Source: an optimization exercise on an open RTL-to-GDS flow (aim: small area, a short achievable clock period and few clock cycles per item). Production flows keep margins and buffers that such runs may drop.
The RTL was checked by simulation tests, not by an equivalence proof against the original design.
No activity file was given, so power comes from the tool's default toggle rates.

$ cat config.mk
export PLATFORM = sky130hd
export DESIGN_NAME = pe_core
export DESIGN_NICKNAME = pe_core
export VERILOG_FILES = /design/flow/design.v
export SDC_FILE = /design/flow/constraint.sdc
export NUM_CORES = 4
export LEC_CHECK = 0
export CAP_MARGIN = 40
export CORE_MARGIN = 2
export CORE_UTILIZATION = 20
export PLACE_DENSITY = 0.4
export SLEW_MARGIN = 40
$ cat constraint.sdc
create_clock -name core_clock -period 10.0 [get_ports {clk}]
set_input_delay 2.0000 -clock core_clock [delete_from_list [all_inputs] [get_ports {clk}]]
set_output_delay 2.0000 -clock core_clock [all_outputs]
set_load 0.01 [all_outputs]
$ cat design.v
module pe_lut (
    input  wire [7:0]  idx,
    output reg  [15:0] val
);
    always @(*) begin
        case (idx)
            8'h00: val = 16'h0000;
            8'h01: val = 16'hC0C1;
            8'h02: val = 16'hC181;
            8'h03: val = 16'h0140;
            8'h04: val = 16'hC301;
            8'h05: val = 16'h03C0;
            8'h06: val = 16'h0280;
            8'h07: val = 16'hC241;
            8'h08: val = 16'hC601;
            8'h09: val = 16'h06C0;
            8'h0A: val = 16'h0780;
            8'h0B: val = 16'hC741;
            8'h0C: val = 16'h0500;
            8'h0D: val = 16'hC5C1;
            8'h0E: val = 16'hC481;
            8'h0F: val = 16'h0440;
            8'h10: val = 16'hCC01;
            8'h11: val = 16'h0CC0;
            8'h12: val = 16'h0D80;
            8'h13: val = 16'hCD41;
            8'h14: val = 16'h0F00;
            8'h15: val = 16'hCFC1;
            8'h16: val = 16'hCE81;
            8'h17: val = 16'h0E40;
            8'h18: val = 16'h0A00;
            8'h19: val = 16'hCAC1;
            8'h1A: val = 16'hCB81;
            8'h1B: val = 16'h0B40;
            8'h1C: val = 16'hC901;
            8'h1D: val = 16'h09C0;
            8'h1E: val = 16'h0880;
            8'h1F: val = 16'hC841;
            8'h20: val = 16'hD801;
            8'h21: val = 16'h18C0;
            8'h22: val = 16'h1980;
            8'h23: val = 16'hD941;
            8'h24: val = 16'h1B00;
            8'h25: val = 16'hDBC1;
            8'h26: val = 16'hDA81;
            8'h27: val = 16'h1A40;
            8'h28: val = 16'h1E00;
            8'h29: val = 16'hDEC1;
            8'h2A: val = 16'hDF81;
            8'h2B: val = 16'h1F40;
            8'h2C: val = 16'hDD01;
            8'h2D: val = 16'h1DC0;
            8'h2E: val = 16'h1C80;
            8'h2F: val = 16'hDC41;
            8'h30: val = 16'h1400;
            8'h31: val = 16'hD4C1;
            8'h32: val = 16'hD581;
            8'h33: val = 16'h1540;
            8'h34: val = 16'hD701;
            8'h35: val = 16'h17C0;
            8'h36: val = 16'h1680;
            8'h37: val = 16'hD641;
            8'h38: val = 16'hD201;
            8'h39: val = 16'h12C0;
            8'h3A: val = 16'h1380;
            8'h3B: val = 16'hD341;
            8'h3C: val = 16'h1100;
            8'h3D: val = 16'hD1C1;
            8'h3E: val = 16'hD081;
            8'h3F: val = 16'h1040;
            8'h40: val = 16'hF001;
            8'h41: val = 16'h30C0;
            8'h42: val = 16'h3180;
            8'h43: val = 16'hF141;
            8'h44: val = 16'h3300;
            8'h45: val = 16'hF3C1;
            8'h46: val = 16'hF281;
            8'h47: val = 16'h3240;
            8'h48: val = 16'h3600;
            8'h49: val = 16'hF6C1;
            8'h4A: val = 16'hF781;
            8'h4B: val = 16'h3740;
            8'h4C: val = 16'hF501;
            8'h4D: val = 16'h35C0;
            8'h4E: val = 16'h3480;
            8'h4F: val = 16'hF441;
            8'h50: val = 16'h3C00;
            8'h51: val = 16'hFCC1;
            8'h52: val = 16'hFD81;
            8'h53: val = 16'h3D40;
            8'h54: val = 16'hFF01;
            8'h55: val = 16'h3FC0;
            8'h56: val = 16'h3E80;
            8'h57: val = 16'hFE41;
            8'h58: val = 16'hFA01;
            8'h59: val = 16'h3AC0;
            8'h5A: val = 16'h3B80;
            8'h5B: val = 16'hFB41;
            8'h5C: val = 16'h3900;
            8'h5D: val = 16'hF9C1;
            8'h5E: val = 16'hF881;
            8'h5F: val = 16'h3840;
            8'h60: val = 16'h2800;
            8'h61: val = 16'hE8C1;
            8'h62: val = 16'hE981;
            8'h63: val = 16'h2940;
            8'h64: val = 16'hEB01;
            8'h65: val = 16'h2BC0;
            8'h66: val = 16'h2A80;
            8'h67: val = 16'hEA41;
            8'h68: val = 16'hEE01;
            8'h69: val = 16'h2EC0;
            8'h6A: val = 16'h2F80;
            8'h6B: val = 16'hEF41;
            8'h6C: val = 16'h2D00;
            8'h6D: val = 16'hEDC1;
            8'h6E: val = 16'hEC81;
            8'h6F: val = 16'h2C40;
            8'h70: val = 16'hE401;
            8'h71: val = 16'h24C0;
            8'h72: val = 16'h2580;
            8'h73: val = 16'hE541;
            8'h74: val = 16'h2700;
            8'h75: val = 16'hE7C1;
            8'h76: val = 16'hE681;
            8'h77: val = 16'h2640;
            8'h78: val = 16'h2200;
            8'h79: val = 16'hE2C1;
            8'h7A: val = 16'hE381;
            8'h7B: val = 16'h2340;
            8'h7C: val = 16'hE101;
            8'h7D: val = 16'h21C0;
            8'h7E: val = 16'h2080;
            8'h7F: val = 16'hE041;
            8'h80: val = 16'hA001;
            8'h81: val = 16'h60C0;
            8'h82: val = 16'h6180;
            8'h83: val = 16'hA141;
            8'h84: val = 16'h6300;
            8'h85: val = 16'hA3C1;
            8'h86: val = 16'hA281;
            8'h87: val = 16'h6240;
            8'h88: val = 16'h6600;
            8'h89: val = 16'hA6C1;
            8'h8A: val = 16'hA781;
            8'h8B: val = 16'h6740;
            8'h8C: val = 16'hA501;
            8'h8D: val = 16'h65C0;
            8'h8E: val = 16'h6480;
            8'h8F: val = 16'hA441;
            8'h90: val = 16'h6C00;
            8'h91: val = 16'hACC1;
            8'h92: val = 16'hAD81;
            8'h93: val = 16'h6D40;
            8'h94: val = 16'hAF01;
            8'h95: val = 16'h6FC0;
            8'h96: val = 16'h6E80;
            8'h97: val = 16'hAE41;
            8'h98: val = 16'hAA01;
            8'h99: val = 16'h6AC0;
            8'h9A: val = 16'h6B80;
            8'h9B: val = 16'hAB41;
            8'h9C: val = 16'h6900;
            8'h9D: val = 16'hA9C1;
            8'h9E: val = 16'hA881;
            8'h9F: val = 16'h6840;
            8'hA0: val = 16'h7800;
            8'hA1: val = 16'hB8C1;
            8'hA2: val = 16'hB981;
            8'hA3: val = 16'h7940;
            8'hA4: val = 16'hBB01;
            8'hA5: val = 16'h7BC0;
            8'hA6: val = 16'h7A80;
            8'hA7: val = 16'hBA41;
            8'hA8: val = 16'hBE01;
            8'hA9: val = 16'h7EC0;
            8'hAA: val = 16'h7F80;
            8'hAB: val = 16'hBF41;
            8'hAC: val = 16'h7D00;
            8'hAD: val = 16'hBDC1;
            8'hAE: val = 16'hBC81;
            8'hAF: val = 16'h7C40;
            8'hB0: val = 16'hB401;
            8'hB1: val = 16'h74C0;
            8'hB2: val = 16'h7580;
            8'hB3: val = 16'hB541;
            8'hB4: val = 16'h7700;
            8'hB5: val = 16'hB7C1;
            8'hB6: val = 16'hB681;
            8'hB7: val = 16'h7640;
            8'hB8: val = 16'h7200;
            8'hB9: val = 16'hB2C1;
            8'hBA: val = 16'hB381;
            8'hBB: val = 16'h7340;
            8'hBC: val = 16'hB101;
            8'hBD: val = 16'h71C0;
            8'hBE: val = 16'h7080;
            8'hBF: val = 16'hB041;
            8'hC0: val = 16'h5000;
            8'hC1: val = 16'h90C1;
            8'hC2: val = 16'h9181;
            8'hC3: val = 16'h5140;
            8'hC4: val = 16'h9301;
            8'hC5: val = 16'h53C0;
            8'hC6: val = 16'h5280;
            8'hC7: val = 16'h9241;
            8'hC8: val = 16'h9601;
            8'hC9: val = 16'h56C0;
            8'hCA: val = 16'h5780;
            8'hCB: val = 16'h9741;
            8'hCC: val = 16'h5500;
            8'hCD: val = 16'h95C1;
            8'hCE: val = 16'h9481;
            8'hCF: val = 16'h5440;
            8'hD0: val = 16'h9C01;
            8'hD1: val = 16'h5CC0;
            8'hD2: val = 16'h5D80;
            8'hD3: val = 16'h9D41;
            8'hD4: val = 16'h5F00;
            8'hD5: val = 16'h9FC1;
            8'hD6: val = 16'h9E81;
            8'hD7: val = 16'h5E40;
            8'hD8: val = 16'h5A00;
            8'hD9: val = 16'h9AC1;
            8'hDA: val = 16'h9B81;
            8'hDB: val = 16'h5B40;
            8'hDC: val = 16'h9901;
            8'hDD: val = 16'h59C0;
            8'hDE: val = 16'h5880;
            8'hDF: val = 16'h9841;
            8'hE0: val = 16'h8801;
            8'hE1: val = 16'h48C0;
            8'hE2: val = 16'h4980;
            8'hE3: val = 16'h8941;
            8'hE4: val = 16'h4B00;
            8'hE5: val = 16'h8BC1;
            8'hE6: val = 16'h8A81;
            8'hE7: val = 16'h4A40;
            8'hE8: val = 16'h4E00;
            8'hE9: val = 16'h8EC1;
            8'hEA: val = 16'h8F81;
            8'hEB: val = 16'h4F40;
            8'hEC: val = 16'h8D01;
            8'hED: val = 16'h4DC0;
            8'hEE: val = 16'h4C80;
            8'hEF: val = 16'h8C41;
            8'hF0: val = 16'h4400;
            8'hF1: val = 16'h84C1;
            8'hF2: val = 16'h8581;
            8'hF3: val = 16'h4540;
            8'hF4: val = 16'h8701;
            8'hF5: val = 16'h47C0;
            8'hF6: val = 16'h4680;
            8'hF7: val = 16'h8641;
            8'hF8: val = 16'h8201;
            8'hF9: val = 16'h42C0;
            8'hFA: val = 16'h4380;
            8'hFB: val = 16'h8341;
            8'hFC: val = 16'h4100;
            8'hFD: val = 16'h81C1;
            8'hFE: val = 16'h8081;
            8'hFF: val = 16'h4040;
            default: val = 16'h0000;
        endcase
    end
endmodule
module pe_core (
    input  wire         clk,
    input  wire         rst,         
    input  wire         start,       
    input  wire [7:0]   len,         
    output wire         busy,
    output wire         done,
    output wire [127:0] out_chars,   
    output wire         in_req,      
    output wire [7:0]   in_idx,      
    input  wire [7:0]   in_data,
    input  wire         in_ack
);
    reg         busy_q, done_q, req_q, fin_q, clr_q;
    reg [7:0]   j;           
    reg [15:0]  sa;
    reg [127:0] y;           
    wire        take   = req_q & in_ack;
    wire        last   = (j == 8'd0);
    wire        accept = start & ~busy_q;
    genvar g;
    reg [15:0] pl, ph;
    wire [255:0] par;
    integer n;
    always @(posedge clk) begin
        for (n = 0; n < 16; n = n + 1) begin
            pl[n] <= take & (^(in_data[3:0] & n));
            ph[n] <= take & (^(in_data[7:4] & n));
        end
    end
    generate
        for (g = 0; g < 256; g = g + 1) begin : g_par
            assign par[g] = pl[g % 16] ^ ph[g / 16];
        end
    endgenerate
    wire [127:0] F [0:15];
    assign F[0] = {par[12], par[217], par[170], par[233], par[16], par[46], par[24], par[8], par[193], par[124], par[48], par[110], par[133], par[248], par[74], par[108], par[203], par[171], par[158], par[210], par[148], par[137], par[155], par[48], par[88], par[140], par[209], par[197], par[48], par[210], par[6], par[190], par[242], par[152], par[6], par[13], par[235], par[31], par[86], par[240], par[45], par[219], par[19], par[79], par[232], par[45], par[214], par[138], par[138], par[50], par[212], par[238], par[239], par[249], par[153], par[199], par[126], par[203], par[227], par[17], par[185], par[8], par[228], par[39], par[155], par[77], par[47], par[193], par[17], par[157], par[243], par[253], par[229], par[157], par[134], par[26], par[131], par[10], par[184], par[111], par[46], par[232], par[239], par[229], par[142], par[174], par[186], par[130], par[1], par[27], par[186], par[81], par[95], par[0], par[88], par[34], par[106], par[151], par[217], par[245], par[168], par[71], par[9], par[13], par[16], par[199], par[113], par[183], par[30], par[47], par[53], par[47], par[251], par[177], par[209], par[106], par[68], par[226], par[181], par[141], par[70], par[86], par[148], par[225], par[26], par[144], par[236], par[147]};
    assign F[1] = {par[182], par[156], par[105], par[106], par[116], par[63], par[234], par[242], par[6], par[154], par[254], par[210], par[133], par[62], par[21], par[100], par[147], par[206], par[240], par[178], par[126], par[108], par[163], par[240], par[115], par[183], par[145], par[90], par[75], par[188], par[187], par[29], par[123], par[213], par[45], par[31], par[238], par[123], par[210], par[214], par[15], par[48], par[130], par[232], par[114], par[96], par[111], par[37], par[186], par[36], par[133], par[115], par[253], par[86], par[6], par[122], par[56], par[174], par[72], par[141], par[82], par[57], par[134], par[254], par[172], par[63], par[134], par[9], par[57], par[244], par[50], par[125], par[50], par[124], par[30], par[103], par[124], par[253], par[32], par[8], par[30], par[177], par[198], par[174], par[95], par[30], par[151], par[240], par[142], par[142], par[107], par[220], par[21], par[75], par[155], par[147], par[100], par[131], par[169], par[119], par[102], par[8], par[89], par[124], par[222], par[91], par[47], par[238], par[80], par[41], par[92], par[19], par[75], par[73], par[173], par[192], par[51], par[159], par[210], par[249], par[168], par[169], par[254], par[148], par[24], par[89], par[146], par[175]};
    assign F[2] = {par[27], par[160], par[108], par[38], par[199], par[54], par[156], par[38], par[142], par[238], par[84], par[198], par[79], par[164], par[33], par[125], par[52], par[40], par[233], par[179], par[224], par[2], par[17], par[88], par[221], par[149], par[207], par[158], par[108], par[142], par[103], par[142], par[21], par[123], par[183], par[220], par[197], par[115], par[1], par[173], par[16], par[168], par[213], par[193], par[197], par[187], par[181], par[135], par[104], par[102], par[22], par[41], par[118], par[27], par[127], par[108], par[164], par[0], par[205], par[93], par[10], par[9], par[203], par[76], par[217], par[164], par[8], par[200], par[242], par[76], par[144], par[211], par[245], par[69], par[128], par[11], par[139], par[2], par[159], par[146], par[238], par[248], par[112], par[230], par[239], par[223], par[194], par[203], par[130], par[50], par[155], par[104], par[50], par[83], par[235], par[112], par[20], par[130], par[224], par[40], par[6], par[204], par[64], par[127], par[231], par[158], par[79], par[89], par[145], par[196], par[106], par[251], par[66], par[227], par[241], par[116], par[206], par[40], par[66], par[102], par[27], par[14], par[131], par[113], par[47], par[151], par[223], par[102]};
    assign F[3] = {par[176], par[162], par[190], par[156], par[68], par[209], par[125], par[210], par[140], par[52], par[157], par[198], par[242], par[120], par[65], par[221], par[138], par[83], par[204], par[191], par[77], par[199], par[224], par[184], par[224], par[82], par[251], par[236], par[133], par[87], par[56], par[200], par[38], par[213], par[43], par[133], par[104], par[45], par[187], par[137], par[255], par[245], par[227], par[98], par[105], par[40], par[35], par[60], par[96], par[68], par[181], par[161], par[114], par[45], par[153], par[112], par[168], par[49], par[47], par[188], par[78], par[154], par[97], par[198], par[114], par[29], par[180], par[229], par[185], par[108], par[233], par[177], par[2], par[25], par[138], par[227], par[83], par[120], par[172], par[185], par[28], par[229], par[201], par[187], par[95], par[91], par[118], par[241], par[21], par[59], par[154], par[226], par[4], par[141], par[186], par[109], par[32], par[214], par[13], par[142], par[43], par[98], par[152], par[41], par[187], par[44], par[98], par[218], par[154], par[114], par[106], par[32], par[187], par[43], par[244], par[77], par[97], par[1], par[127], par[53], par[15], par[10], par[96], par[132], par[167], par[225], par[48], par[148]};
    assign F[4] = {par[198], par[40], par[53], par[242], par[149], par[85], par[255], par[47], par[92], par[207], par[184], par[27], par[106], par[103], par[88], par[163], par[244], par[224], par[63], par[156], par[255], par[4], par[195], par[15], par[228], par[142], par[247], par[60], par[141], par[252], par[206], par[158], par[103], par[232], par[178], par[229], par[62], par[254], par[221], par[56], par[14], par[24], par[98], par[123], par[214], par[231], par[44], par[239], par[92], par[209], par[26], par[7], par[223], par[39], par[241], par[127], par[191], par[103], par[139], par[172], par[137], par[110], par[147], par[109], par[59], par[83], par[219], par[73], par[159], par[179], par[89], par[86], par[30], par[50], par[238], par[231], par[107], par[245], par[73], par[212], par[181], par[184], par[148], par[53], par[69], par[107], par[163], par[188], par[43], par[158], par[194], par[172], par[99], par[106], par[30], par[174], par[160], par[48], par[232], par[199], par[211], par[42], par[129], par[211], par[132], par[198], par[73], par[25], par[106], par[82], par[28], par[34], par[136], par[46], par[40], par[162], par[56], par[101], par[99], par[169], par[229], par[107], par[204], par[224], par[101], par[31], par[162], par[193]};
    assign F[5] = {par[105], par[87], par[159], par[17], par[237], par[213], par[191], par[173], par[255], par[209], par[89], par[131], par[158], par[229], par[106], par[128], par[180], par[208], par[1], par[6], par[115], par[44], par[67], par[51], par[169], par[177], par[64], par[67], par[130], par[218], par[152], par[151], par[76], par[205], par[58], par[76], par[183], par[6], par[89], par[208], par[106], par[92], par[72], par[84], par[91], par[37], par[23], par[140], par[137], par[225], par[195], par[236], par[167], par[199], par[110], par[106], par[175], par[145], par[170], par[158], par[139], par[59], par[32], par[185], par[209], par[93], par[130], par[9], par[240], par[187], par[105], par[87], par[47], par[56], par[136], par[26], par[152], par[139], par[109], par[118], par[220], par[222], par[164], par[245], par[49], par[3], par[80], par[166], par[183], par[28], par[99], par[169], par[235], par[166], par[232], par[172], par[71], par[87], par[253], par[81], par[117], par[66], par[189], par[249], par[12], par[208], par[45], par[18], par[162], par[13], par[149], par[22], par[128], par[24], par[123], par[12], par[36], par[28], par[183], par[143], par[106], par[26], par[27], par[201], par[1], par[184], par[36], par[208]};
    assign F[6] = {par[80], par[27], par[180], par[53], par[202], par[207], par[190], par[53], par[94], par[252], par[47], par[161], par[87], par[83], par[78], par[221], par[95], par[198], par[97], par[85], par[132], par[160], par[200], par[25], par[113], par[20], par[138], par[109], par[238], par[226], par[107], par[189], par[198], par[127], par[133], par[41], par[221], par[3], par[229], par[93], par[162], par[158], par[100], par[250], par[39], par[102], par[79], par[32], par[110], par[77], par[41], par[142], par[73], par[74], par[195], par[30], par[224], par[246], par[151], par[153], par[117], par[30], par[85], par[131], par[198], par[42], par[110], par[89], par[234], par[0], par[57], par[181], par[111], par[176], par[68], par[185], par[25], par[47], par[145], par[56], par[228], par[180], par[207], par[122], par[167], par[124], par[24], par[74], par[54], par[86], par[154], par[168], par[173], par[2], par[15], par[97], par[161], par[71], par[194], par[51], par[54], par[43], par[33], par[80], par[172], par[221], par[71], par[121], par[107], par[234], par[80], par[26], par[100], par[232], par[1], par[89], par[19], par[60], par[233], par[100], par[144], par[30], par[246], par[83], par[177], par[240], par[94], par[66]};
    assign F[7] = {par[217], par[102], par[113], par[127], par[210], par[51], par[101], par[151], par[10], par[120], par[121], par[12], par[172], par[188], par[179], par[249], par[163], par[182], par[205], par[254], par[171], par[108], par[131], par[32], par[155], par[166], par[212], par[52], par[42], par[1], par[156], par[40], par[70], par[170], par[155], par[99], par[70], par[124], par[14], par[117], par[205], par[68], par[152], par[214], par[247], par[119], par[88], par[181], par[126], par[104], par[184], par[169], par[84], par[211], par[28], par[67], par[179], par[64], par[26], par[216], par[220], par[198], par[190], par[181], par[85], par[39], par[186], par[85], par[198], par[106], par[215], par[21], par[27], par[106], par[16], par[81], par[135], par[200], par[249], par[117], par[118], par[234], par[154], par[231], par[242], par[191], par[103], par[172], par[226], par[172], par[148], par[210], par[233], par[117], par[99], par[111], par[111], par[63], par[112], par[241], par[134], par[78], par[0], par[244], par[4], par[13], par[30], par[59], par[165], par[219], par[213], par[149], par[233], par[187], par[145], par[188], par[157], par[19], par[56], par[128], par[63], par[243], par[94], par[59], par[172], par[128], par[238], par[34]};
    assign F[8] = {par[10], par[170], par[150], par[137], par[48], par[43], par[70], par[213], par[171], par[75], par[16], par[188], par[83], par[115], par[150], par[50], par[77], par[187], par[110], par[198], par[81], par[237], par[0], par[234], par[44], par[92], par[245], par[192], par[145], par[48], par[102], par[138], par[12], par[52], par[50], par[70], par[68], par[49], par[168], par[181], par[73], par[215], par[210], par[120], par[144], par[186], par[117], par[176], par[62], par[104], par[45], par[87], par[171], par[46], par[201], par[100], par[180], par[236], par[175], par[32], par[56], par[209], par[25], par[35], par[170], par[0], par[156], par[7], par[216], par[56], par[163], par[105], par[165], par[60], par[123], par[92], par[238], par[18], par[119], par[209], par[182], par[55], par[20], par[155], par[213], par[58], par[105], par[211], par[75], par[44], par[229], par[30], par[137], par[169], par[193], par[38], par[114], par[254], par[240], par[77], par[40], par[136], par[45], par[37], par[156], par[211], par[113], par[123], par[116], par[179], par[56], par[220], par[193], par[84], par[144], par[203], par[194], par[68], par[122], par[220], par[202], par[191], par[28], par[202], par[79], par[163], par[11], par[85]};
    assign F[9] = {par[98], par[172], par[24], par[173], par[214], par[214], par[191], par[144], par[52], par[142], par[228], par[160], par[99], par[53], par[47], par[44], par[37], par[230], par[25], par[161], par[29], par[25], par[96], par[175], par[38], par[185], par[50], par[60], par[189], par[198], par[244], par[174], par[83], par[115], par[103], par[192], par[225], par[136], par[230], par[203], par[107], par[201], par[175], par[235], par[51], par[97], par[247], par[127], par[139], par[16], par[50], par[222], par[196], par[161], par[140], par[36], par[233], par[186], par[113], par[2], par[245], par[19], par[79], par[51], par[173], par[64], par[228], par[167], par[158], par[111], par[208], par[72], par[139], par[186], par[25], par[96], par[165], par[149], par[69], par[5], par[157], par[122], par[92], par[63], par[204], par[178], par[130], par[62], par[140], par[246], par[130], par[244], par[6], par[86], par[52], par[46], par[37], par[249], par[248], par[239], par[59], par[77], par[65], par[163], par[172], par[227], par[82], par[6], par[241], par[61], par[230], par[145], par[60], par[98], par[251], par[137], par[142], par[89], par[167], par[74], par[200], par[184], par[57], par[90], par[90], par[203], par[176], par[219]};
    assign F[10] = {par[22], par[103], par[190], par[159], par[161], par[251], par[118], par[180], par[210], par[212], par[84], par[24], par[164], par[59], par[80], par[178], par[19], par[126], par[54], par[78], par[183], par[230], par[119], par[148], par[24], par[198], par[233], par[84], par[244], par[226], par[120], par[170], par[6], par[145], par[188], par[172], par[187], par[167], par[149], par[86], par[3], par[69], par[143], par[237], par[226], par[255], par[76], par[210], par[41], par[59], par[192], par[58], par[96], par[10], par[236], par[58], par[120], par[40], par[33], par[148], par[162], par[17], par[42], par[40], par[174], par[11], par[96], par[100], par[12], par[185], par[31], par[220], par[162], par[91], par[46], par[93], par[185], par[239], par[10], par[1], par[69], par[158], par[80], par[75], par[61], par[224], par[111], par[127], par[69], par[199], par[17], par[171], par[46], par[66], par[7], par[161], par[166], par[84], par[246], par[26], par[11], par[119], par[5], par[58], par[204], par[115], par[136], par[97], par[164], par[180], par[85], par[78], par[177], par[73], par[152], par[141], par[61], par[234], par[168], par[246], par[103], par[45], par[89], par[184], par[131], par[184], par[172], par[167]};
    assign F[11] = {par[214], par[228], par[255], par[22], par[160], par[137], par[80], par[194], par[20], par[170], par[228], par[223], par[22], par[215], par[122], par[161], par[140], par[236], par[8], par[31], par[86], par[110], par[152], par[140], par[220], par[111], par[204], par[194], par[89], par[70], par[58], par[195], par[83], par[92], par[250], par[180], par[147], par[96], par[237], par[140], par[68], par[174], par[240], par[162], par[203], par[126], par[254], par[223], par[173], par[132], par[132], par[237], par[37], par[173], par[193], par[236], par[217], par[140], par[60], par[10], par[63], par[184], par[58], par[59], par[15], par[233], par[120], par[19], par[34], par[93], par[122], par[2], par[198], par[247], par[165], par[66], par[134], par[84], par[198], par[72], par[135], par[19], par[144], par[234], par[212], par[163], par[2], par[188], par[112], par[63], par[175], par[123], par[216], par[57], par[171], par[9], par[135], par[115], par[102], par[141], par[220], par[96], par[117], par[213], par[224], par[251], par[210], par[19], par[7], par[49], par[247], par[24], par[202], par[156], par[109], par[162], par[204], par[75], par[22], par[188], par[185], par[216], par[218], par[175], par[110], par[37], par[165], par[177]};
    assign F[12] = {par[110], par[247], par[203], par[2], par[133], par[237], par[207], par[136], par[3], par[185], par[152], par[98], par[166], par[127], par[2], par[228], par[182], par[254], par[185], par[192], par[148], par[83], par[86], par[44], par[81], par[105], par[167], par[194], par[40], par[79], par[107], par[221], par[215], par[8], par[156], par[91], par[7], par[11], par[230], par[120], par[197], par[40], par[60], par[71], par[190], par[79], par[67], par[81], par[159], par[42], par[189], par[154], par[49], par[189], par[93], par[58], par[166], par[241], par[254], par[186], par[127], par[19], par[21], par[19], par[125], par[182], par[207], par[82], par[188], par[24], par[155], par[213], par[28], par[76], par[54], par[146], par[68], par[40], par[22], par[50], par[51], par[167], par[79], par[197], par[51], par[251], par[148], par[254], par[70], par[61], par[166], par[194], par[44], par[120], par[126], par[137], par[108], par[43], par[230], par[148], par[176], par[44], par[47], par[101], par[178], par[149], par[232], par[80], par[149], par[165], par[251], par[72], par[30], par[178], par[132], par[124], par[131], par[91], par[166], par[77], par[236], par[158], par[30], par[199], par[160], par[39], par[31], par[84]};
    assign F[13] = {par[12], par[131], par[204], par[30], par[11], par[41], par[195], par[235], par[183], par[2], par[228], par[155], par[38], par[95], par[62], par[218], par[51], par[14], par[177], par[233], par[228], par[221], par[57], par[116], par[193], par[0], par[244], par[229], par[62], par[131], par[58], par[70], par[175], par[106], par[141], par[122], par[253], par[226], par[151], par[212], par[156], par[81], par[203], par[244], par[77], par[201], par[151], par[112], par[186], par[163], par[146], par[103], par[125], par[167], par[36], par[101], par[188], par[3], par[200], par[215], par[162], par[22], par[87], par[52], par[252], par[131], par[2], par[200], par[8], par[197], par[250], par[139], par[127], par[20], par[27], par[241], par[18], par[255], par[67], par[38], par[196], par[27], par[20], par[68], par[221], par[120], par[201], par[131], par[43], par[32], par[175], par[30], par[216], par[91], par[46], par[119], par[135], par[1], par[251], par[89], par[95], par[20], par[233], par[155], par[245], par[134], par[176], par[115], par[33], par[187], par[155], par[83], par[77], par[188], par[185], par[42], par[77], par[237], par[34], par[216], par[99], par[131], par[0], par[244], par[188], par[50], par[167], par[5]};
    assign F[14] = {par[160], par[46], par[128], par[73], par[202], par[140], par[62], par[109], par[200], par[16], par[159], par[218], par[116], par[180], par[43], par[219], par[99], par[12], par[0], par[137], par[225], par[171], par[227], par[29], par[74], par[197], par[17], par[55], par[75], par[62], par[68], par[53], par[53], par[101], par[37], par[205], par[27], par[131], par[118], par[128], par[33], par[207], par[141], par[147], par[27], par[194], par[218], par[218], par[190], par[236], par[190], par[227], par[37], par[84], par[213], par[35], par[204], par[71], par[53], par[53], par[162], par[152], par[196], par[253], par[179], par[251], par[25], par[66], par[191], par[138], par[163], par[220], par[206], par[226], par[122], par[105], par[18], par[183], par[126], par[189], par[133], par[97], par[8], par[117], par[199], par[65], par[30], par[248], par[26], par[154], par[203], par[56], par[9], par[122], par[18], par[235], par[34], par[18], par[59], par[156], par[112], par[61], par[176], par[91], par[103], par[175], par[181], par[42], par[130], par[155], par[101], par[26], par[63], par[68], par[10], par[240], par[173], par[251], par[190], par[61], par[99], par[32], par[118], par[68], par[239], par[172], par[21], par[140]};
    assign F[15] = {par[145], par[238], par[125], par[4], par[68], par[31], par[86], par[238], par[244], par[60], par[152], par[48], par[105], par[231], par[131], par[119], par[174], par[27], par[95], par[116], par[164], par[203], par[167], par[80], par[88], par[225], par[189], par[9], par[204], par[146], par[1], par[171], par[10], par[117], par[77], par[27], par[140], par[55], par[174], par[24], par[196], par[234], par[185], par[22], par[176], par[179], par[184], par[225], par[44], par[55], par[201], par[248], par[45], par[251], par[121], par[87], par[217], par[149], par[80], par[128], par[1], par[190], par[153], par[104], par[30], par[222], par[72], par[168], par[93], par[56], par[174], par[251], par[7], par[162], par[217], par[86], par[148], par[144], par[158], par[160], par[1], par[137], par[29], par[176], par[211], par[76], par[108], par[74], par[25], par[93], par[111], par[56], par[48], par[201], par[129], par[247], par[247], par[2], par[26], par[9], par[217], par[92], par[9], par[168], par[27], par[66], par[90], par[42], par[165], par[136], par[195], par[5], par[220], par[201], par[244], par[250], par[5], par[198], par[49], par[3], par[235], par[66], par[250], par[16], par[51], par[89], par[164], par[152]};
    wire [127:0] f = ({128{sa[0]}} & F[0])
                   | ({128{sa[1]}} & F[1])
                   | ({128{sa[2]}} & F[2])
                   | ({128{sa[3]}} & F[3])
                   | ({128{sa[4]}} & F[4])
                   | ({128{sa[5]}} & F[5])
                   | ({128{sa[6]}} & F[6])
                   | ({128{sa[7]}} & F[7])
                   | ({128{sa[8]}} & F[8])
                   | ({128{sa[9]}} & F[9])
                   | ({128{sa[10]}} & F[10])
                   | ({128{sa[11]}} & F[11])
                   | ({128{sa[12]}} & F[12])
                   | ({128{sa[13]}} & F[13])
                   | ({128{sa[14]}} & F[14])
                   | ({128{sa[15]}} & F[15]);
    localparam [127:0] C  = 128'h9f12cb5224f91487a2253875f4f197fd;    
    localparam [127:0] MC = 128'h6a624b52637962696b63647574716a70;    
    always @(posedge clk) begin
        if (rst) begin
            busy_q <= 1'b0;
            done_q <= 1'b0;
            req_q  <= 1'b0;
            fin_q  <= 1'b0;
            clr_q  <= 1'b0;
        end else begin
            clr_q <= 1'b0;
            if (accept) begin
                busy_q <= 1'b1;
                done_q <= 1'b0;
                req_q  <= (len != 8'd0);
                fin_q  <= (len == 8'd0);
                clr_q  <= 1'b1;
            end
            if (take && last) begin
                req_q <= 1'b0;
                fin_q <= 1'b1;
            end
            if (fin_q) begin
                fin_q  <= 1'b0;
                busy_q <= 1'b0;
                done_q <= 1'b1;
            end
        end
    end
    always @(posedge clk) begin
        if (accept)
            j <= len - 8'd1;
        else if (take)
            j <= j - 8'd1;
        sa <=   16'd1 << j[3:0];
    end
    function [7:0] map_char;
        input [7:0] b;
        reg   [6:0] lower;
        begin
            lower = b[6:0];
            if ((lower >= 7'h41 && lower <= 7'h5A) || (lower >= 7'h61 && lower <= 7'h7A))
                map_char = {1'b0, lower};
            else
                map_char = {4'h0, b[7:4]} + 8'h61;
        end
    endfunction
    function is_letter;
        input [7:0] b;
        is_letter = b[6] && (b[4:0] != 5'd0) && (b[4:0] <= 5'd26);
    endfunction
    wire [127:0] y_nx = clr_q ? C : (y ^ f);
    reg  [15:0]  let_q;      
    always @(posedge clk) begin
        y <= y_nx;
    end
    generate
        for (g = 0; g < 16; g = g + 1) begin : g_out
            always @(posedge clk)
                let_q[g] <= is_letter(y_nx[8*g +: 8]);
            assign out_chars[8*g+7]          = 1'b0;
            assign out_chars[8*g+6]          = 1'b1;
            assign out_chars[8*g+5]          = ~let_q[g] | y[8*g+5];
            assign out_chars[8*g+4 : 8*g]    = let_q[g] ? y[8*g+4 : 8*g]
                                                        : ({1'b0, y[8*g+7 : 8*g+4]} + 5'd1);
        end
    endgenerate
    assign busy   = busy_q;
    assign done   = done_q;
    assign in_req = req_q;
    assign in_idx = j;
endmodule
$ cat flow/run.sh
#!/bin/bash
# Own flow: the standard layout (standard synthesis, floorplan, placement,
# CTS, routing) with one change: the buffers that port buffering puts on every
# input and output port are buf_2 cells rather than the default choice (a
# slow clkdlybuf4s50_1 delay cell).
set -euo pipefail
bash standard.sh "BUFFER_PORTS_ARGS=-buffer_cell sky130_fd_sc_hd__buf_2" finish > standard_flow.log 2>&1
$ cat standard.sh
#!/bin/bash
# synth_recipe.tcl (not shown) runs the flow's synth.tcl, then flattens the netlist and writes it again
# the make line also repeats each setting of config.mk as NAME=value (left out here)
make -C /OpenROAD-flow-scripts/flow DESIGN_CONFIG=/design/flow/config.mk WORK_HOME=/design/flow/orfs CLKGATE_MAP_FILE= SYNTH_SCRIPT=/design/flow/synth_recipe.tcl "${@:-finish}"
==> results of run 1 <==
## state kept, by name, summed over array words and instances (netlist names)
signal  cells
sa         16
pl         15
done_q      1
busy_q      1
req_q       1
ph         15
j           8
clr_q       1
let_q      16
fin_q       1
y         128
## layout make-up
type | instances | share of cell area, %
antenna | 28 | 0.251
sequential | 203 | 15.2
clock inverter | 18 | 0.683
tap | 1524 | 6.84
timing repair buffer | 339 | 8.33
clock buffer | 28 | 2.36
inverter | 66 | 0.889
multi-input combinational | 2619 | 65.4
## metal layers
| metal | track usage [%] | wire, um | vias up |
|---|---|---|---|
| met1 | 40.8 | 81000 | 16000 |
| met5 | 2.12 | 592 | - |
| met4 | 26.2 | 21800 | 32 |
| met2 | 45.8 | 81000 | 3562 |
| met3 | 22.4 | 37000 | 1100 |
| li1 | - | - | 12200 |
## cell usage after synthesis, drive strengths merged, types with 8 or more instances
library cell	instances	area [um2]
and3	20	125
nand4	150	938
nor4	40	265
a21oi	47	235
ha	17	213
dfxtp	195	3900
a222oi	106	1060
a221o	11	110
nor3	90	455
and2	9	56.3
a22o	41	359
mux2	26	293
nor2	136	510
nor2b	29	181
o31a	11	96.3
a22oi	388	2910
clkbuf	187	702
a221oi	114	998
edfxtp	8	240
inv	65	244
xor2	308	2720
o211ai	8	60.1
o221ai	11	96.3
nand2	451	1690
mux2i	15	150
xnor2	72	631
o21ai	137	689
buf	238	1300
a31oi	41	257
nand2b	70	438
nand3	147	736
## kinds of logic after synthesis
group                    Yosys count  share of synthesized area, %
buffers and inverters            491                          9.57
XOR/XNOR                         380                          14.3
AND/OR/NAND/NOR                 1166                          23.8
flip-flops                       203                          17.7
other                              2                        0.0320
adder cells (fa/ha/maj)           17                         0.907
AO/OA/AOI/OAI                    983                          31.8
multiplexers                      41                          1.89
## stage by stage
stage / hold slack (ns) / instances / total power, mW / setup slack, ns
after floorplan: 0.422 / 3313 / 2.99 / 6.45
after global placement: 0.477 / 4741 / 4.25 / 5.97
after detailed placement: 0.476 / 4743 / 4.26 / 6.02
after CTS: 0.496 / 4789 / 5.26 / 6.01
after global routing: 0.560 / 4799 / 5.60 / 5.75
final: 0.497 / 4825 / 5.38 / 5.69
## cell usage in the layout, fill, tap and decap left out, types with 63 or more instances in the layout
| master | synthesis | layout |
|---|---|---|
| nand2b_1 | 70 | 70 |
| nand4_1 | 150 | 150 |
| xor2_2 | 0 | 69 |
| a22oi_1 | 388 | 387 |
| buf_2 | 114 | 128 |
| nand2_1 | 451 | 450 |
| buf_4 | 51 | 197 |
| o21ai_0 | 136 | 135 |
| inv_1 | 65 | 63 |
| nor3_1 | 89 | 81 |
| a221oi_1 | 114 | 114 |
| nand3_1 | 147 | 147 |
| a222oi_1 | 106 | 106 |
| nor2_1 | 136 | 135 |
| dfxtp_1 | 195 | 153 |
| xor2_1 | 307 | 219 |
| xnor2_1 | 72 | 72 |
## tightest hold or removal path, delay by kind of cell, from the launching register on
family,cells,cell delay (ns)
simple gates,1,0.08
compound gates,1,0.06
flops,1,0.33
## final timing paths
kind / from / endpoint / slack [ns] / cells past startpoint
max reg2reg: sa[1]$_SDFF_PP0_ / let_q[11]$_DFF_P_ / 5.69 / 9
min reg2reg: done_q$_SDFFE_PP0P_ / done_q$_SDFFE_PP0P_ / 0.50 / 2
min: done_q$_SDFFE_PP0P_ / done_q$_SDFFE_PP0P_ / 0.50 / 2
max: sa[1]$_SDFF_PP0_ / let_q[11]$_DFF_P_ / 5.69 / 9
## power by group
part	total, mW	internal (mW)	switching (mW)
clock	0.974	0.554	0.419
sequential	1.56	1.12	0.445
combinational	2.84	0.989	1.85
total	5.38	2.66	2.72
==> summary.md, run 1 <==
| Metric | Value |
|---|---|
| Post-route design area | 0.0279 mm2 |
| DRT Pass-1 Iters | 11 |
| Clock sink total | 203 |
| Hold WC Path Type | register to register |
| Num CTS Buffers | 25 |
| Max-slew violations | 0 |
| Synthesis-to-finish area growth | 18.8% |
| Die ar. | 0.120 mm2 |
| Post-synth EDFFs | 8 |
| Maximum vdd drop | 0.116 mV |
| Multi-input logic area | 0.0182 mm2 |
| Unrepaired setup endpoints after global routing | no |
| Post-Route Setup TNS | 0 ns |
| Peak per-stage delay on the critical path | 0.72 ns |
| Pleak | 10.9 nW |
| Fill count | 13000 |
| Crit-path most repeated cell | buf_4 |
| CTS resizes | 0 |
| H-tree levels | 1 |
| Core Region | 0.116 mm2 |
| CTS clk-pin slew, worst paths | 0.06 ns |
| Post-synth top flop | dfxtp_1 |
| Wirelength, routed | 221000 um |
| Endpoints failing setup | 0 |
| DR iter-0 viols | 7579 |
| Root buffer selected by CTS | clkbuf_16 |
| Worst slew pin tran | 0.995 ns |
| Initial antenna violation count | 29 |
| Global route overflow | 0 |
| Syn_area_per_cell | 7.14 um2 |
| Status | timing/DRC/antenna clean |
| Post-synthesis cell area | 0.0235 mm2 |
| Via count | 32900 |
| Vias in the first global route | 29800 |
| Final Hold Fails | 0 |
| Routability Congestion | 1.17 |
| Detail Route Antenna Nets | 0 |
| Fin crit share | 43.1% |
| CP Buf/Inv Count | 2 |
| Total GRT Usage | 35.3% |
| Delay-heaviest family, CP | simple AND/OR/NAND/NOR gates |
| Die W | 346 um |
| Synth warn | 1 |
| Fin util | 24.0% |
| Setup bufs post-CTS | 0 |
| Mapped Cells | 3283 |
| Wire length per cell | 45.9 um |
| Max Buffers Root-to-Sink | 3 |
| Seq cells post-synth | 203 |
| Cell Chain, Critical Path | buf_4, buf_4, nand2_1, nand4_1, nor4_1, xor2_1, nor2_1, or3_1, o311a_1 |
| Final net count | 3291 |
| Ys async rst share | 0% |
| Area after DPL | 0.0267 mm2 |
| Hold Buf Count CTS | 0 |
| IO Pins | 159 |
| Layout cell share with drive strength beyond 1 | 17.9% |
| Worst-Skew Late Latency | 0.61 ns |
| Achievable Freq | 0.232 GHz |
| Relative slew slack | 32.9% |
| CTS tree | built |
| Critical path peak fanout | 46 |
| Max_cap viols | 0 |
| Avg Vias per Cell | 6.82 |
| Wire length of the first global-routing pass | 290000 um |
| Largest net degree at the start of global routing | 118 |
| Seq/Total Area, Yosys | 17.7% |
| Cell at the slowest stage of the critical path | buf_4 |
| Crit path arrival time | 4.80 ns |
| # rows | 125 |
| Post-route minimum period | 4.31 ns |
| Worst setup SP type | register |
| Hpwl dp | 150000 um |
| Crit. End Element | register |
| Post-synth cell types | 71 |
| WP data required | 10.48 ns |
| Chip Height | 346 um |
| Residual DRC | 0 |
| PD cells | 193 mW/mm2 |
| Port bufs | 126 |
| Skew final | 0.0174 ns |
| Critical path type | register to register |
| Initial core utilization | 20.2% |
| FF+latch area | 0.00424 mm2 |
Testbench counts, summed over its fixed seeds: cycles 4,210, items 192.
==> inputs of run 2 (changes only) <==
--- a/design.v
+++ b/design.v
@@ -384,13 +384,12 @@
         is_letter = b[6] && (b[4:0] != 5'd0) && (b[4:0] <= 5'd26);
     endfunction
-    wire [127:0] y_nx = clr_q ? C : (y ^ f);
+    always @(posedge clk)
+        y <= clr_q ? C : (y ^ f);
+    wire [127:0] y_last = clr_q ? C : (y ^ F[0]);
     reg  [15:0]  let_q;      
-    always @(posedge clk) begin
-        y <= y_nx;
-    end
     generate
         for (g = 0; g < 16; g = g + 1) begin : g_out
             always @(posedge clk)
-                let_q[g] <= is_letter(y_nx[8*g +: 8]);
+                let_q[g] <= is_letter(y_last[8*g +: 8]);
             assign out_chars[8*g+7]          = 1'b0;
             assign out_chars[8*g+6]          = 1'b1;
==> run 2 against run 1 <==
- first-iteration DRC count increased by 3.8%
- largest power group unchanged
- sequential power increased by 11%
- synthesized area increased by 11%
- worst hold slack got worse by 0.032 ns
- wire length increased by 11%
- non-clock buffer count decreased by 9
- flip-flop and latch count unchanged
- highest routed layer unchanged
- die area increased by 11%
- combinational power increased by 7.4%
- core utilization decreased by 0.43 points
==> summary.md, run 2 <==
| Metric | Value |
|---|---|
| Synth warn | 1 (unchanged) |
| Most frequent cells in the layout | nand2_1 (457), a22oi_1 (370), xor2_1 (281) |
| Worst setup SP type | register |
| Biggest registers after layout | y: 128 flops, let_q: 16 flops, sa: 16 flops |
| Post-synthesis cell area | 0.0260 mm2 (+11%) |
| CTS resizes | 0 (unchanged) |
| Unrepaired setup endpoints after global routing | no |
| Most frequent cell after synthesis | nand2_1 |
| PD cells | 195 mW/mm2 (+0.97%) |
| DR iter-0 viols | 7864 (+3.8%) |
| Maximum vdd drop | 0.130 mV (+13%) |
| Num CTS Buffers | 29 (+16%) |
| Crit-path most repeated cell | buf_4 |
| Seq cells post-synth | 203 (unchanged) |
| Max Buffers Root-to-Sink | 3 (unchanged) |
| Clock sink total | 203 (unchanged) |
| Residual DRC | 0 (unchanged) |
| Max_cap viols | 0 (unchanged) |
| Worst slew pin tran | 1.08 ns (+0.0856 ns) |
| Crit path arrival time | 4.86 ns (+0.06 ns) |
| Port bufs | 126 (unchanged) |
| Cell at the slowest stage of the critical path | buf_4 |
| Fill count | 14500 (+11%) |
| Post-synth EDFFs | 8 (unchanged) |
| Mapped Cells | 3593 (+9.4%) |
| FF+latch area | 0.00426 mm2 (+0.47%) |
| Critical path peak fanout | 36 (-22%) |
| Peak per-stage delay on the critical path | 0.71 ns (about the same) |
| Post-synth cell types | 76 (+7.0%) |
| Status | timing/DRC/antenna clean |
| Most common cell after layout, fill and taps aside | nand2_1 |
| Core Region | 0.129 mm2 (+11%) |
| IO Pins | 159 (unchanged) |
| RR Endpoint | y[114]$_SDFF_PP0_ |
| Achievable Freq | 0.230 GHz (-0.97%) |
| # rows | 132 (+5.6%) |
| Root buffer selected by CTS | clkbuf_16 |
| Die W | 364 um (+5.2%) |
| Skew final | 0.0388 ns (+0.0214 ns) |
| Worst-Skew Late Latency | 0.66 ns (+0.05 ns) |
| Global route overflow | 0 (unchanged) |
| WP data required | 10.51 ns (+0.03 ns) |
| CTS clk-pin slew, worst paths | 0.06 ns (about the same) |
| Routability Congestion | 1.11 (-4.8%) |
| Wire length per cell | 46.4 um (+1.1%) |
| Syn_area_per_cell | 7.23 um2 (+1.2%) |
| Fin util | 23.5% (-0.43 points) |
| Leading cell types by count after synthesis | nand2_1 (458), xor2_1 (379), a22oi_1 (370) |
| Wire length of the first global-routing pass | 319000 um (+10%) |
| Post-route minimum period | 4.36 ns (+0.0424 ns) |
| H-tree levels | 1 (unchanged) |
| Wirelength, routed | 245000 um (+11%) |
| Min-delay src | fin_q$_SDFF_PP0_ |
| DRT Pass-1 Iters | 9 (-2) |
| Fin crit share | 43.6% (+0.42 points) |
| Final Hold Fails | 0 (unchanged) |
| Largest net degree at the start of global routing | 117 (-0.85%) |
| CTS tree | built |
| Initial antenna violation count | 33 (+14%) |
| Hold Buf Count CTS | 0 (unchanged) |
| Non-filler instance count after layout | 5278 (+9.4%) |
| Leading post-synthesis cells by cell area | dfxtp_1 (15%), xor2_1 (13%), a22oi_1 (11%) |
| Max-slew violations | 0 (unchanged) |
| Setup bufs post-CTS | 0 (unchanged) |
| Pleak | 11.3 nW (+3.1%) |
| Post-synth top flop | dfxtp_1 |
| Hold WC Path Type | register to register |
| Detail Route Antenna Nets | 0 (unchanged) |
| Avg Vias per Cell | 6.68 (-2.0%) |
| Critical path type | register to register |
| Endpoints failing setup | 0 (unchanged) |
| Hold slack | 0.465 ns (-0.0322 ns) |
| Layout cell share with drive strength beyond 1 | 17.7% (-0.21 points) |
| Cell Chain, Critical Path | buf_4, buf_4, xor2_2, buf_4, a221oi_2, nand4_1, nor4_1, mux2_2 |
| Die ar. | 0.133 mm2 (+11%) |
| Relative slew slack | 27.2% (-5.8 points) |
| Hold path depth | 1 (-1) |
| Synthesis-to-finish area growth | 17.0% |
| Seq/Total Area, Yosys | 16.0% (-1.7 points) |
| FF-to-FF Start | ph[3]$_DFF_P_ |
| Reg-to-reg slack, setup | 5.64 ns (-0.04 ns) |
| Placed Cells | 5194 (+9.5%) |
| Initial core utilization | 20.1% (-0.067 points) |
| Vias in the first global route | 31500 (+5.5%) |
| Largest register FFs | 128 (unchanged) |
| Worst Reg-to-Reg Cells | 8 (-1) |
| Total GRT Usage | 35.6% (+0.34 points) |
| Post-synth top area share | 15.0% (-1.6 points) |
| Dominant cell type by area after synthesis | dfxtp_1 |
| Largest register by flop count | y |
| Post-Route Setup TNS | 0 ns (unchanged) |
| Chip Height | 364 um (+5.2%) |
| Hold EP | busy_q$_SDFFE_PP0P_ |
| Crit. End Element | register |
| Ys async rst share | 0% (unchanged) |
| Final net count | 3525 (+7.1%) |
| Hpwl dp | 165000 um (+10%) |
| Multi-input logic area | 0.0205 mm2 (+13%) |
| Via count | 35300 (+7.2%) |
==> run 2: critical path, delay by kind of cell (launching register included) <==
kind,cells,cell delay (ns)
AOI/OAI and AO/OA,1,0.56
xor gates and xnor gates,1,0.20
buffers and inverters,3,1.40
DFF,1,0.31
muxes,1,0.40
and+or+nand+nor,2,1.23
==> run 2: kinds of logic after synthesis <==
group / Yosys count / synth area share, %
adder cells (fa/ha/maj): 17 / 0.819
XOR/XNOR: 500 / 17.1
buffers and inverters: 529 / 9.99
AND/OR/NAND/NOR: 1231 / 23.3
other: 2 / 0.0289
AO/OA/AOI/OAI: 1086 / 31.8
flip-flops: 203 / 16.0
multiplexers: 25 / 1.05
==> run 2: how the worst max path moves through the flow <==
stage	startpoint	to	cells past startpoint	slack, ns
3_5_place_dp	start	j[6]$_DFFE_PP_	7	6.05
4_1_cts	y[60]$_SDFF_PP0_	out_chars[59]	4	5.88
2_1_floorplan	start	j[6]$_DFFE_PP_	7	6.52
3_3_place_gp	start	j[6]$_DFFE_PP_	7	6.03
6_report	ph[3]$_DFF_P_	y[114]$_SDFF_PP0_	8	5.64
5_1_grt	ph[3]$_DFF_P_	y[114]$_SDFF_PP0_	8	5.83
==> run 2: power by group <==
part,internal [mW],total [mW],switching (mW)
Combinational,1.09,3.05,1.96
Sequential,1.11,1.73,0.610
Clock,0.651,1.15,0.503
Total,2.86,5.92,3.07
==> run 2: routing by layer <==
metal / global-route usage [%] / part of all wire [%] / vias to the layer above
met5: 0 / 0.083 / -
met3: 20.3 / 16 / 1140
met2: 47.1 / 37 / 3614
li1: - / - / 13200
met1: 41.7 / 37 / 17300
met4: 27.4 / 10 / 30
==> run 2: stage by stage <==
stage                     instance area [um2]  power, mW  worst slack [ns]
after detailed placement                29100       4.63              6.05
after global placement                  28700       4.62              6.03
final                                   30400       5.92              5.64
after floorplan                         26100       3.24              6.52
after global routing                    30300       6.18              5.83
after CTS                               30100       5.81              5.88
==> run 2: area by class of cell <==
type	instances	share of cell area [%]
Sequential cell	203	14.0
Tap cell	1742	7.17
Inverter	33	0.407
Antenna cell	25	0.206
Clock buffer	36	2.64
Clock inverter	18	0.658
Timing Repair Buffer	330	7.37
Multi-Input combinational cell	2891	67.5
Testbench counts of run 2, summed over its fixed seeds: cycles 4,210, items 192.
==> inputs of run 3 (changes only) <==
--- a/design.v
+++ b/design.v
@@ -384,12 +384,13 @@
         is_letter = b[6] && (b[4:0] != 5'd0) && (b[4:0] <= 5'd26);
     endfunction
-    always @(posedge clk)
-        y <= clr_q ? C : (y ^ f);
-    wire [127:0] y_last = clr_q ? C : (y ^ F[0]);
+    wire [127:0] y_nx = clr_q ? C : (y ^ f);
     reg  [15:0]  let_q;      
+    always @(posedge clk) begin
+        y <= y_nx;
+    end
     generate
         for (g = 0; g < 16; g = g + 1) begin : g_out
             always @(posedge clk)
-                let_q[g] <= is_letter(y_last[8*g +: 8]);
+                let_q[g] <= is_letter(y_nx[8*g +: 8]);
             assign out_chars[8*g+7]          = 1'b0;
             assign out_chars[8*g+6]          = 1'b1;
==> run.sh (new file) <==
#!/bin/bash
# synth_recipe.tcl (not shown) runs the flow's synth.tcl, then flattens the netlist and writes it again
# the make line also repeats each setting of config.mk as NAME=value (left out here)
make -C /OpenROAD-flow-scripts/flow DESIGN_CONFIG=/design/flow/config.mk WORK_HOME=/design/flow/orfs CLKGATE_MAP_FILE= SYNTH_SCRIPT=/design/flow/synth_recipe.tcl finish
removed: flow/run.sh
removed: standard.sh
==> run 3 against run 2 <==
- sequential share of layout area up 0.85 points
- via count down 7.5%
- design area down 6.1%
- non-clock buffer count up 14
- highest routed layer unchanged
==> summary.md, run 3 <==
| Metric | Value |
|---|---|
| Status | timing/DRC/antenna clean |
| Most frequent cell after synthesis | nand2_1 |
| Crit. End Element | register |
| Crit-path most repeated cell | buf_4 |
| Vias in the first global route | 29600 (-5.9%) |
| Num CTS Buffers | 25 (-14%) |
| Final Hold Fails | 0 (unchanged) |
| IO Pins | 159 (unchanged) |
| Die ar. | 0.120 mm2 (-9.6%) |
| Global route overflow | 0 (unchanged) |
| Post-synth top area share | 16.6% (+1.6 points) |
| Synth warn | 1 (unchanged) |
| Root buffer selected by CTS | clkbuf_16 |
| Dominant cell type by area after synthesis | dfxtp_1 |
| Post-route design area | 0.0285 mm2 (-6.1%) |
| Detail Route Antenna Nets | 0 (unchanged) |
| Max-slew violations | 0 (unchanged) |
| Endpoints failing setup | 0 (unchanged) |
| Area after DPL | 0.0276 mm2 (-5.2%) |
| Cell at the slowest stage of the critical path | nor4_1 |
| Hpwl dp | 153000 um (-7.6%) |
| DRT Pass-1 Iters | 11 (+2) |
| Ys async rst share | 0% (unchanged) |
| Cell Chain, Critical Path | buf_4, xor2_1, nand2_1, nand4_1, nor4_1, buf_4, mux2_2, nor3_1, nand3_1, o311a_1 |
| Initial antenna violation count | 30 (-9.1%) |
| Post-synth top flop | dfxtp_1 |
| Clock sink total | 203 (unchanged) |
| Core Region | 0.116 mm2 (-10%) |
| Hold Buf Count CTS | 0 (unchanged) |
| Leading post-synthesis cells by cell area | dfxtp_1 (17%), a22oi_1 (12%), xor2_1 (11%) |
| Skew final | 0.0180 ns (-0.0208 ns) |
| Critical path type | register to register |
| Worst slew pin tran | 1.10 ns (+0.0163 ns) |
| Leading cell types by count after synthesis | nand2_1 (451), a22oi_1 (388), xor2_1 (307) |
| Relative slew slack | 26.2% (-1.0 points) |
| Max_cap viols | 0 (unchanged) |
| Post-route minimum period | 4.41 ns (+0.0563 ns) |
| Post-synthesis cell area | 0.0235 mm2 (-9.7%) |
| PD cells | 196 mW/mm2 (+0.47%) |
| DR iter-0 viols | 6955 (-12%) |
| Most common cell after layout, fill and taps aside | nand2_1 |
| CTS tree | built |
| Worst-Skew Late Latency | 0.59 ns (-0.07 ns) |
| Setup bufs post-CTS | 0 (unchanged) |
| Via count | 32600 (-7.5%) |
| Mapped Cells | 3283 (-8.6%) |
| WP data required | 10.46 ns (-0.05 ns) |
| Most frequent cells in the layout | nand2_1 (450), a22oi_1 (388), buf_4 (208) |
| Biggest registers after layout | y: 128 flops, let_q: 16 flops, sa: 16 flops |
| Chip Height | 346 um (-4.9%) |
| Routability Congestion | 1.11 (-0.29%) |
| Post-Route Setup TNS | 0 ns (unchanged) |
| Delay-heaviest family, CP | simple AND/OR/NAND/NOR gates |
| Port bufs | 126 (unchanged) |
| Syn_area_per_cell | 7.14 um2 (-1.2%) |
| Residual DRC | 0 (unchanged) |
| CTS resizes | 0 (unchanged) |
| Wire length of the first global-routing pass | 292000 um (-8.5%) |
| Fin crit share | 44.1% (+0.56 points) |
| Largest net degree at the start of global routing | 125 (+6.8%) |
| Largest register FFs | 128 (unchanged) |
| Pleak | 10.9 nW (-3.5%) |
| Initial core utilization | 20.2% (+0.067 points) |
| Die W | 346 um (-4.9%) |
| Maximum vdd drop | 0.120 mV (-7.9%) |
| CTS clk-pin slew, worst paths | 0.06 ns (about the same) |
| Wirelength, routed | 223000 um (-9.1%) |
| Achievable Freq | 0.227 GHz (-1.3%) |
| Wire length per cell | 46.3 um (-0.30%) |
| Avg Vias per Cell | 6.78 (+1.4%) |
| Total GRT Usage | 35.6% (about the same) |
| Synthesis-to-finish area growth | 21.7% |
| Layout cell share with drive strength beyond 1 | 14.4% (-3.2 points) |
| Seq cells post-synth | 203 (unchanged) |
| Hold WC Path Type | register to register |
| Largest register by flop count | y |
| Post-synth cell types | 71 (-6.6%) |
| # rows | 125 (-5.3%) |
| Post-synth EDFFs | 8 (unchanged) |
| CP Buf/Inv Count | 2 (-1) |
| H-tree levels | 1 (unchanged) |
| Max Buffers Root-to-Sink | 3 (unchanged) |
| Unrepaired setup endpoints after global routing | no |
| Crit path arrival time | 4.87 ns (about the same) |
| Worst setup SP type | register |
| Final net count | 3296 (-6.5%) |
| Peak per-stage delay on the critical path | 0.95 ns (+0.24 ns) |
| Critical path peak fanout | 24 (-33%) |
| Seq/Total Area, Yosys | 17.7% (+1.7 points) |
## run 3: changes by cell type after synthesis, moves of 17 or more
cell	delta
a22oi_1	+18
buf_6	-17
clkbuf_1	-40
buf_2	-23
nand2b_1	-70
a221oi_1	-33
xor2_1	-72
inv_1	+35
xnor2_1	-42
nand3_1	+19
a31oi_1	-48
a221o_1	-17
buf_1	+23
## run 3: area by class of cell
type	instances	area (um2)
timing repair buffer	344	2960
multi-input combinational	2619	18400
fill	12900	87700
antenna	16	40.0
inverter	66	248
tap	1524	1910
clock buffer	33	666
clock inverter	9	82.6
sequential	203	4240
## run 3: final timing paths
path / startpoint / endpoint / slack, ns / depth (start not counted)
setup / recovery: ph[2]$_DFF_P_ / let_q[0]$_DFF_P_ / 5.59 / 10
hold reg to reg: done_q$_SDFFE_PP0P_ / done_q$_SDFFE_PP0P_ / 0.50 / 2
hold / removal: done_q$_SDFFE_PP0P_ / done_q$_SDFFE_PP0P_ / 0.50 / 2
setup reg to reg: ph[2]$_DFF_P_ / let_q[0]$_DFF_P_ / 5.59 / 10
## run 3: metal layers
layer  track usage, %  wire length, um  up-vias
met5            0.600              271        -
met4             26.4            21800       34
met3             22.6            37600     1036
met2             46.2            81800     3342
met1             41.3            81400    16000
li1                 -                -    12200
## run 3: cells by family (layout without fill, tap and decap cells)
family          count (synthesis)  after routing  share of synthesized area [%]
fa+ha+maj                      17             17                          0.907
simple gates                 1166           1166                           23.8
flops                         203            203                           17.7
other cells                     2             48                         0.0320
mux                            41             41                           1.89
compound gates                983            983                           31.8
buf+inv                       491            452                           9.57
xor+xnor                      380            380                           14.3
## run 3: worst register-to-register path, delay by kind of cell, from the launching register on
kind	cells	cell delay, ns
and+or+nand+nor	5	1.94
buffers and inverters	2	0.96
DFF	1	0.56
muxes	1	0.36
xor gates and xnor gates	1	0.33
AOI/OAI and AO/OA	1	0.13
## run 3: per-stage QoR
step	hold WS, ns	util (%)	worst slack, ns	power [mW]	cells
3_3_place_gp	0.480	23.4	5.53	4.58	4749
4_1_cts	0.506	24.4	5.77	5.48	4796
6_report	0.499	24.6	5.59	5.59	4814
2_1_floorplan	0.422	-	6.45	2.99	3313
3_5_place_dp	0.487	23.8	5.81	4.58	4754
5_1_grt	0.538	24.5	5.70	5.83	4798
## run 3: power by group
group	total, mW	switching [mW]	internal (mW)
clock network	0.869	0.378	0.491
registers	1.57	0.448	1.12
logic	3.15	1.89	1.27
total	5.59	2.71	2.88
Testbench counts of run 3, summed over its fixed seeds: cycles 4,210, items 192.

==> afterwards: timing with drivers on the ports <==
In the flow no input, the clock included, has a driving cell. The finished layouts below were timed again as built, in two steps. Step 1 sets driving cells, clkbuf_16 on the clock port and buf_2 on the other inputs (assumed; they add their load-dependent delay and slew). Step 2 adds t to the input delays and takes it off the output delays; t is the mean of the earliest and latest rising clock arrival at the registers after step 1. Input paths then give back, and output paths get back, about the clock's delay inside the block. Slacks: ideal / step 1 / step 2; pairs: ideal / step 1.
| run | shift t [ns] | setup slack, ns | worst setup path after step 2 | clock arrival spread, ns |
|---|---|---|---|---|
| run 1 | 0.673 | 5.687 / 5.687 / 5.687 | register to register | 0.017 / 0.017 |
| run 2 | 0.719 | 5.645 / 5.645 / 5.645 | register to register | 0.046 / 0.046 |
| run 3 | 0.653 | 5.588 / 5.588 / 5.588 | register to register | 0.018 / 0.018 |
After both steps setup and hold are still met in every run listed.
